Context: an optimization exercise on an open-source flow, tuned for small area, a short achievable clock period and few clock cycles. The choices shown serve that exercise and are no tape-out recipe. Only simulation tests tie the RTL to the original design; equivalence was not proved. Power figures rest on the tool's default switching activity, not on a simulated workload.

**flow/design.v**
```verilog
module bod_framer #(
    parameter FB_CAP    = 64,       
    parameter MAX_FRAME = 80,       
    parameter [7:0] DATA_TERM = 8'h03
) (
    input  wire       clk,
    input  wire       rst,
    input  wire       cp_req_valid,
    output wire       cp_req_ready,
    input  wire [7:0] cp_req_data,
    output wire       cp_rsp_valid,
    input  wire       cp_rsp_ready,
    output reg  [7:0] cp_rsp_data
);
    localparam AW = $clog2(FB_CAP);
    localparam [7:0] OP_ENC = 8'h20, OP_DEC = 8'h21, OP_FBPUSH = 8'h30,
                     OP_VALIDATE = 8'h31, OP_FBCLEAR = 8'h32, OP_BVAL = 8'h40,
                     OP_BDATA = 8'h41, OP_STAT = 8'h60;
    localparam [7:0] ST_OK = 8'h00, ST_NEED = 8'h01, ST_CSUM = 8'h02,
                     ST_FULL = 8'h05, ST_TOO_LONG = 8'h06, ST_BAD_DIGIT = 8'h07,
                     ST_NONCANON = 8'h08, ST_ILLEGAL = 8'h0F;
    localparam [7:0] STX = 8'h02, ETX = 8'h03;
    localparam [2:0] S_OPC = 3'd0, S_OPND = 3'd1, S_LEN = 3'd2, S_DATA = 3'd3,
                     S_EXEC = 3'd4, S_SCAN = 3'd5, S_RESP = 3'd6,
                     S_CHECK = 3'd7;
    reg [2:0]  state;
    reg [7:0]  opc;
    reg [7:0]  opnd [0:4];       
    reg [2:0]  opnd_cnt;         
    reg [7:0]  dlen;             
    reg [7:0]  dcnt;             
    reg [7:0]  acc;              
    reg [7:0]    fbuf [0:FB_CAP-1];
    reg [AW-1:0] fb_head;
    reg [AW:0]   fb_len;
    reg [15:0]   csum_err_cnt;
    reg [7:0] dbuf [0:MAX_FRAME-2];
    reg [AW:0]   scan_i;         
    reg          scan_stx;       
    reg [AW:0]   scan_s;         
    reg [7:0]    scan_x;         
    reg [7:0]    scan_prev;      
    reg [7:0]    rsp_st;
    reg [7:0]    rsp_len;        
    reg [7:0]    rsp_idx;        
    reg [7:0]    kc, kr;         
    reg [AW-1:0] span_start;     
    reg [7:0]    span_len;
    wire [31:0] w_val = {opnd[0], opnd[1], opnd[2], opnd[3]};
    wire [34:0] w_raw = {{3{w_val[31]}}, w_val};
    wire [7:0]  enc0 = {1'b0, w_raw[34:28]} + 8'd32;
    wire [7:0]  enc1 = {1'b0, w_raw[27:21]} + 8'd32;
    wire [7:0]  enc2 = {1'b0, w_raw[20:14]} + 8'd32;
    wire [7:0]  enc3 = {1'b0, w_raw[13:7]}  + 8'd32;
    wire [7:0]  enc4 = {1'b0, w_raw[6:0]}   + 8'd32;
    wire [7:0]  bval_k = (enc0 ^ enc1 ^ enc2 ^ enc3 ^ enc4) | 8'h80;
    function digit_ok(input [7:0] d);
        digit_ok = (d >= 8'd32) && (d <= 8'd159);
    endfunction
    wire [7:0] g0 = opnd[0] - 8'd32;
    wire [7:0] g1 = opnd[1] - 8'd32;
    wire [7:0] g2 = opnd[2] - 8'd32;
    wire [7:0] g3 = opnd[3] - 8'd32;
    wire [7:0] g4 = opnd[4] - 8'd32;
    wire [34:0] dec_raw = {g0[6:0], g1[6:0], g2[6:0], g3[6:0], g4[6:0]};
    wire dec_valid = digit_ok(opnd[0]) && digit_ok(opnd[1]) && digit_ok(opnd[2]) &&
                     digit_ok(opnd[3]) && digit_ok(opnd[4]);
    wire dec_canon = (dec_raw[34:31] == 4'b0000) || (dec_raw[34:31] == 4'b1111);
    wire [31:0] dec_val = dec_valid ? dec_raw[31:0] : 32'd0;
    assign cp_req_ready = !rst && (state == S_OPC || state == S_OPND ||
                                   state == S_LEN || state == S_DATA);
    wire req_fire = cp_req_valid && cp_req_ready;
    assign cp_rsp_valid = !rst && (state == S_RESP);
    wire rsp_fire = cp_rsp_valid && cp_rsp_ready;
    wire [AW-1:0] fb_tail = fb_head + fb_len[AW-1:0];
    wire [AW-1:0] scan_addr = fb_head + scan_i[AW-1:0];
    wire [7:0]    scan_b = fbuf[scan_addr];
    always @(posedge clk) begin
        if (rst) begin
            state        <= S_OPC;
            fb_head      <= {AW{1'b0}};
            fb_len       <= {(AW+1){1'b0}};
            csum_err_cnt <= 16'd0;
            opnd_cnt     <= 3'd0;
            dlen         <= 8'd0;
            dcnt         <= 8'd0;
            acc          <= 8'd0;
            rsp_idx      <= 8'd0;
            rsp_len      <= 8'd0;
            rsp_st       <= 8'd0;
        end else begin
            case (state)
            S_OPC: if (req_fire) begin
                opc <= cp_req_data;
                dcnt <= 8'd0;
                acc <= 8'd0;
                case (cp_req_data)
                OP_ENC, OP_BVAL: begin opnd_cnt <= 3'd4; state <= S_OPND; end
                OP_DEC:          begin opnd_cnt <= 3'd5; state <= S_OPND; end
                OP_FBPUSH, OP_BDATA: state <= S_LEN;
                default:         state <= S_EXEC;
                endcase
            end
            S_OPND: if (req_fire) begin
                opnd[0] <= opnd[1];
                opnd[1] <= opnd[2];
                opnd[2] <= opnd[3];
                opnd[3] <= opnd[4];
                opnd[4] <= cp_req_data;
                if (opnd_cnt == 3'd1) begin
                    if (opc != OP_DEC) begin
                        opnd[0] <= opnd[2];
                        opnd[1] <= opnd[3];
                        opnd[2] <= opnd[4];
                        opnd[3] <= cp_req_data;
                    end
                    state <= S_EXEC;
                end
                opnd_cnt <= opnd_cnt - 3'd1;
            end
            S_LEN: if (req_fire) begin
                dlen <= cp_req_data;
                state <= (cp_req_data == 8'd0) ? S_EXEC : S_DATA;
            end
            S_DATA: if (req_fire) begin
                if (opc == OP_FBPUSH) begin
                    if (fb_len != FB_CAP) begin
                        fbuf[fb_tail] <= cp_req_data;
                        fb_len <= fb_len + 1'b1;
                        acc <= acc + 8'd1;
                    end
                end else if (dcnt < MAX_FRAME - 1) begin
                    dbuf[dcnt] <= cp_req_data;
                end
                dcnt <= dcnt + 8'd1;
                if (dcnt + 8'd1 == dlen) state <= S_EXEC;
            end
            S_EXEC: begin
                rsp_idx <= 8'd0;
                state <= S_RESP;
                case (opc)
                OP_ENC: begin rsp_st <= ST_OK; rsp_len <= 8'd6; end
                OP_DEC: begin
                    rsp_st <= !dec_valid ? ST_BAD_DIGIT : (dec_canon ? ST_OK : ST_NONCANON);
                    rsp_len <= 8'd5;
                end
                OP_FBPUSH: begin
                    rsp_st <= (acc == dlen) ? ST_OK : ST_FULL;
                    rsp_len <= 8'd2;
                end
                OP_VALIDATE: begin
                    scan_i <= {(AW+1){1'b0}};
                    scan_stx <= 1'b0;
                    scan_s <= {(AW+1){1'b0}};
                    scan_x <= 8'd0;
                    scan_prev <= 8'd0;
                    state <= S_SCAN;
                end
                OP_FBCLEAR: begin
                    fb_len <= {(AW+1){1'b0}};
                    rsp_st <= ST_OK;
                    rsp_len <= 8'd1;
                end
                OP_BVAL: begin rsp_st <= ST_OK; rsp_len <= 8'd10; end
                OP_BDATA: begin
                    if ({1'b0, dlen} + 9'd1 > MAX_FRAME) begin
                        rsp_st <= ST_TOO_LONG;
                        rsp_len <= 8'd1;
                    end else begin
                        rsp_st <= ST_OK;
                        rsp_len <= dlen + 8'd3;
                    end
                end
                OP_STAT: begin rsp_st <= ST_OK; rsp_len <= 8'd6; end
                default: begin rsp_st <= ST_ILLEGAL; rsp_len <= 8'd1; end
                endcase
            end
            S_SCAN: begin
                if (scan_i == fb_len) begin
                    rsp_st <= ST_NEED;
                    rsp_len <= 8'd1;
                    state <= S_RESP;
                end else if (scan_b == ETX && scan_stx) begin
                    kr <= scan_prev;
                    kc <= ((scan_i == scan_s + 1'b1) ? 8'h00 : (scan_x ^ scan_prev)) | 8'h80;
                    span_start <= fb_head + scan_s[AW-1:0];
                    span_len <= scan_i - scan_s + 1'b1;
                    fb_head <= fb_head + scan_i[AW-1:0] + 1'b1;
                    fb_len <= fb_len - scan_i - 1'b1;
                    state <= S_CHECK;
                end else begin
                    if (scan_b == STX) begin
                        scan_stx <= 1'b1;
                        scan_s <= scan_i;
                        scan_x <= 8'd0;
                    end else begin
                        scan_x <= scan_x ^ scan_b;
                    end
                    scan_prev <= scan_b;
                    scan_i <= scan_i + 1'b1;
                end
            end
            S_CHECK: begin  
                rsp_idx <= 8'd0;
                if (kc == kr) begin
                    rsp_st <= ST_OK;
                    rsp_len <= span_len + 8'd5;
                end else begin
                    rsp_st <= ST_CSUM;
                    rsp_len <= 8'd3;
                    if (csum_err_cnt != 16'hFFFF) csum_err_cnt <= csum_err_cnt + 16'd1;
                end
                state <= S_RESP;
            end
            S_RESP: if (rsp_fire) begin
                rsp_idx <= rsp_idx + 8'd1;
                if (rsp_idx + 8'd1 == rsp_len) state <= S_OPC;
            end
            default: state <= S_OPC;
            endcase
        end
    end
    wire [7:0] v_addr = fbuf[span_start + {{(AW-1){1'b0}}, 1'b1}];
    wire [7:0] v_node = v_addr - 8'd10;
    wire [7:0] v_span = fbuf[span_start + rsp_idx[AW-1:0] - 3'd5];
    wire [7:0] d_idx  = rsp_idx - 8'd2;
    always @(*) begin
        cp_rsp_data = 8'h00;
        if (rsp_idx == 8'd0) begin
            cp_rsp_data = rsp_st;
        end else begin
            case (opc)
            OP_ENC: case (rsp_idx)
                8'd1: cp_rsp_data = enc0;
                8'd2: cp_rsp_data = enc1;
                8'd3: cp_rsp_data = enc2;
                8'd4: cp_rsp_data = enc3;
                default: cp_rsp_data = enc4;
                endcase
            OP_DEC: case (rsp_idx)
                8'd1: cp_rsp_data = dec_val[31:24];
                8'd2: cp_rsp_data = dec_val[23:16];
                8'd3: cp_rsp_data = dec_val[15:8];
                default: cp_rsp_data = dec_val[7:0];
                endcase
            OP_FBPUSH: cp_rsp_data = acc;
            OP_VALIDATE:
                if (rsp_st == ST_CSUM)
                    cp_rsp_data = (rsp_idx == 8'd1) ? kc : kr;
                else case (rsp_idx)
                    8'd1: cp_rsp_data = v_addr;
                    8'd2: cp_rsp_data = (v_addr < 8'd10) ? 8'hFF : 8'h00;
                    8'd3: cp_rsp_data = v_node;
                    8'd4: cp_rsp_data = span_len;
                    default: cp_rsp_data = v_span;
                    endcase
            OP_BVAL: case (rsp_idx)
                8'd1: cp_rsp_data = 8'd8;
                8'd2: cp_rsp_data = STX;
                8'd3: cp_rsp_data = enc0;
                8'd4: cp_rsp_data = enc1;
                8'd5: cp_rsp_data = enc2;
                8'd6: cp_rsp_data = enc3;
                8'd7: cp_rsp_data = enc4;
                8'd8: cp_rsp_data = bval_k;
                default: cp_rsp_data = ETX;
                endcase
            OP_BDATA:
                if (rsp_idx == 8'd1) cp_rsp_data = dlen + 8'd1;
                else if (d_idx == dlen) cp_rsp_data = DATA_TERM;
                else cp_rsp_data = dbuf[d_idx];
            OP_STAT: case (rsp_idx)
                8'd1: cp_rsp_data = {{(7-AW){1'b0}}, fb_len};
                8'd2: cp_rsp_data = csum_err_cnt[15:8];
                8'd3: cp_rsp_data = csum_err_cnt[7:0];
                default: cp_rsp_data = 8'h00;    
                endcase
            default: cp_rsp_data = 8'h00;
            endcase
        end
    end
endmodule
```
**flow/config.mk**
```make
export PLATFORM = sky130hd
export DESIGN_NAME = bod_framer
export DESIGN_NICKNAME = bod_framer
export VERILOG_FILES = /design/flow/design.v
export SDC_FILE = /design/flow/constraint.sdc
export NUM_CORES = 4
export LEC_CHECK = 0
export CAP_MARGIN = 20
export CORE_MARGIN = 2
export CORE_UTILIZATION = 40
export SLEW_MARGIN = 20
```
**flow/constraint.sdc**
```tcl
create_clock -name core_clock -period 10.0 [get_ports {clk}]
set_input_delay 2.0000 -clock core_clock [delete_from_list [all_inputs] [get_ports {clk}]]
set_output_delay 2.0000 -clock core_clock [all_outputs]
set_load 0.01 [all_outputs]
```
**flow/run.sh**
```bash
#!/bin/bash
# synth_recipe.tcl (not shown) runs the flow's synth.tcl, then flattens the netlist and writes it again
# the make line also repeats each setting of config.mk as NAME=value (left out here)
make -C /OpenROAD-flow-scripts/flow DESIGN_CONFIG=/design/flow/config.mk WORK_HOME=/design/flow/orfs CLKGATE_MAP_FILE= SYNTH_SCRIPT=/design/flow/synth_recipe.tcl finish
```
==> notes.md <==
## worst max path at each step
| stage | start | to | slack, ns | depth (start not counted) |
|---|---|---|---|---|
| global route | rsp_idx[2]$_SDFFE_PP0P_ | cp_rsp_data[7] | 1.10 | 11 |
| floorplan | rsp_idx[1]$_SDFFE_PP0P_ | cp_rsp_data[5] | 2.54 | 18 |
| finish | rsp_idx[1]$_SDFFE_PP0P_ | cp_rsp_data[0] | 1.26 | 15 |
| global placement | rsp_idx[1]$_SDFFE_PP0P_ | cp_rsp_data[4] | 1.95 | 15 |
| CTS | rsp_idx[2]$_SDFFE_PP0P_ | cp_rsp_data[7] | 1.28 | 11 |
| detailed placement | rsp_idx[1]$_SDFFE_PP0P_ | cp_rsp_data[7] | 2.14 | 11 |
## cells by family (layout without fill, tap and decap cells)
| family | count (synthesis) | after routing | synth area share (%) |
|---|---|---|---|
| adders and majority gates | 78 | 78 | 1.54 |
| DFF | 1330 | 1330 | 59.1 |
| muxes | 739 | 739 | 23.2 |
| other | 0 | 4 | 0 |
| buffers and inverters | 324 | 451 | 2.24 |
| and+or+nand+nor | 887 | 887 | 6.36 |
| AOI/OAI and AO/OA | 479 | 479 | 4.96 |
| xor gates and xnor gates | 196 | 196 | 2.64 |
## registers in the layout, summed over array words and instances (netlist names), 8 cells and up
name,flops
dlen,8
rsp_idx,8
scan_prev,8
dbuf,632
opnd,40
rsp_len,8
span_len,8
fbuf,512
csum_err_cnt,16
kr,8
acc,8
dcnt,8
opc,8
## power groups by stage
stage / sequential, mW / combinational (mW) / clock, mW
floorplan: 6.24 / 0.284 / 0
global placement: 6.25 / 0.491 / 0
detailed placement: 6.25 / 0.496 / 0
CTS: 6.13 / 0.498 / 5.37
global route: 6.13 / 0.532 / 5.57
finish: 6.14 / 0.501 / 5.29
## metal layers
metal	share of wire, %	global-route usage (%)	routed length (µm)	vias up
li1	-	-	-	16574
met1	40	32.3	79000	21231
met2	47	36.7	93100	2142
met3	9.1	5.03	18200	449
met4	4.6	9.91	9180	0
met5	0	0	0	-
## through the flow
stage	power, mW	hold slack, ns	utilization (%)
4_1_cts	12.0	0.441	44.7
5_1_grt	12.2	0.438	44.8
3_5_place_dp	6.75	0.413	41.9
6_report	11.9	0.431	44.8
3_3_place_gp	6.74	0.418	41.9
2_1_floorplan	6.52	0.400	-
## synth_stat cells (9+ instances only)
library cell	instances
a222oi_1	14
nand3b_1	9
mux2i_1	69
a22oi_1	25
buf_4	28
a2111oi_0	15
nand2b_1	15
mux2_2	39
a31oi_1	16
a21o_1	17
nand4_1	42
buf_6	11
nor2b_1	27
nor2_1	346
o2111ai_1	12
nand3_1	75
mux4_2	631
a21oi_1	113
a22o_1	11
o22ai_1	25
buf_1	31
and3_1	43
o31ai_1	11
dfxtp_1	79
a211oi_1	28
inv_1	71
ha_1	72
a221oi_1	15
xnor2_1	122
buf_2	62
nand2_1	184
xor2_1	71
or3_1	9
edfxtp_1	1251
and2_1	24
nor3_1	47
clkbuf_1	119
o21ai_0	86
nor4_1	13
## area by class of cell
type	instances	area (µm²)	share of cell area, %
antenna	4	10.0	0.0136
inverter	73	274	0.372
clock buffer	178	3910	5.30
sequential	1330	39200	53.1
clock inverter	89	724	0.983
tap	2189	2740	3.72
multi-input combinational	2379	25900	35.1
timing repair buffer	111	1010	1.38
## worst max-delay path, delay by kind of cell (launching register included)
family                     cells  cell delay [ns]
buffers and inverters          4             1.49
adders and majority gates      3             0.96
muxes                          2             1.16
xor gates and xnor gates       1             0.16
AOI/OAI and AO/OA              5             1.35
DFF                            1             0.80
==> notes.md <==
Synth Area per Inst=16.4 µm²; reg2reg start=scan_i[2]$_SDFFCE_PN0P_; worst r2r dst=kc[2]$_SDFFCE_PN0P_; sw power=between 2 and 3 mW; Flop pwr share=around half; DP Area=just under 70000 µm²; cells after synthesis=about 4000; die height=~410 µm; Fmax achieved=114 MHz; Worst Path Required=8.00 ns; clock latency at the later pin of the worst-skew pair=0.80 ns; Routed WL=200000 µm; die area=169000 µm²; Min-Delay Startpoint=scan_prev[7]$_SDFFCE_PN0P_; core footprint=between 150000 and 200000 µm²; Startpoint Class=flip-flop; DIE WIDTH=between 400 and 500 µm; post-synthesis net count=just over 4000; Reg2Reg Setup Slack=about 2.9 ns; Final Cell Area=roughly 74000 µm²; Clock Pin Slew Worst Setup and Hold Paths=about 0.060 ns; synth top area cells=edfxtp_1, mux4_2, dfxtp_1, nor2_1, xnor2_1; Port Buf Inserts=21; Distinct cells, synth=96; DPL Wire Length=approximately 130000 µm; pwr/cell area=roughly 160 nW/µm²; initial antenna violation count=4; Reg2Reg Depth=13; number of synthesized register bits=roughly 1300; final setup vio count=0; via count=slightly above 40000; Post-Layout Cell Count=around 6400; GRT Overall Usage=23.6%; Fill cells=~14000; slowest stage delay, CP=roughly 0.80 ns; CP Class=reg -> out; Clk network pwr share=between 40% and 50%; Int Pwr=about 9.3 mW; post-route minimum period=8.74 ns; pre-CTS worst setup slack=about 2.1 ns; commonest non-fill, non-tap cell in the layout=edfxtp_1; Final Worst Setup Slack=~1.3 ns; postcts setup bufs=0; cts bufs inserted=~150; hold crit path type=reg -> reg; post-synth top area share=a little under three fifths; vias in the first global route=roughly 40000; fin. max-slew vios=0; clock sinks=1330; Site Rows=about 150; fraction of synthesis flops using an asynchronous set or reset pin=0%; synthesized area=roughly 66000 µm²; Worst Path Arrival=between 6 and 7 ns; Post-synth EDFFs=between 1000 and 1500; Sw Share=22.3%; RSZ-0062 raised after global routing=no; H-tree levels=4; CTS tree=built; GRT overflow=0; share of total power in combinational logic=under 10%; Final nets=4131; Worst Setup End Kind=primary output; Remaining DRCs=0; post-CTS resize count=0; Peak VDD IR=about 180 µV; Fin Clk Skew=about 0.043 ns; Post-synth top flop=edfxtp_1; CP cell instances=inv_1 > ha_1 > inv_1 > ha_4 > fa_2 > a21o_1 > a21oi_1 > xnor2_2 > buf_4 > mux4_2 > mux2i_1 > a21oi_1 > o21ai_0 > o221ai_1 > clkdlybuf4s50_1; area delta synth->final=11.3%; vias per cell=between 6 and 7; share of cells above drive strength 1=about a quarter; starting density of the core=40.2%; WL/cell=between 30 and 40 µm; sequential share of the synthesized area=between 50 and 60%; Final Wtd Congestion=between 0.9 and 1; DRT Pass-1 Iters=8; area leader, netlist=edfxtp_1; Routed Antenna Nets=0; largest net degree at the start of global routing=108; Pleak=22.9 nW; Synth Warn #=2; endpoints failing hold=0; DRT iter0 DRCs=between 5000 and 6000; I/O pin count=22; relative max-transition margin=14.6%; CTS Hold Bufs=0; max cap viols=0; Slew @ Worst Pin=1.25 ns; CTS root buf=clkbuf_16; most frequent cells in the layout=edfxtp_1, mux4_2, nor2_1; hold endpoint=kr[7]$_DFFE_PP_; CTS max path bufs=3; first-pass GRT wire length=~290000 µm; Cells after DPL=6080; critical path peak fanout=42; setup TNS=0 ns; Final period util=between 80% and 90%; run status=timing/DRC/antenna clean; slowest CP cell=dfxtp_4; Hold Crit Depth=0
Testbench counts, summed over its fixed seeds: cycles 258,616.

[afterwards: timing with drivers on the ports]
The results above use ideal ports. As a check the final layout listed here was re-extracted and re-timed, cells and wires unchanged. Step 1 sets driving cells, clkbuf_16 on the clock port and buf_2 on the other inputs (assumed; they add their load-dependent delay and slew). Step 2 also shifts input and output timing later by t, the mid clock arrival at the registers, as if the neighbouring blocks saw the same clock. a / b / c = ideal ports / drivers / drivers and shift; a / b = the first two.
t, ns: 0.853
slack for setup (ns): 1.260 / 1.188 / 2.040
pins driven straight from the clock port: 1
After both steps this run still meets setup and hold. For this run, drivers alone change the setup slack by -0.072 ns; drivers and shift together by +0.780 ns.
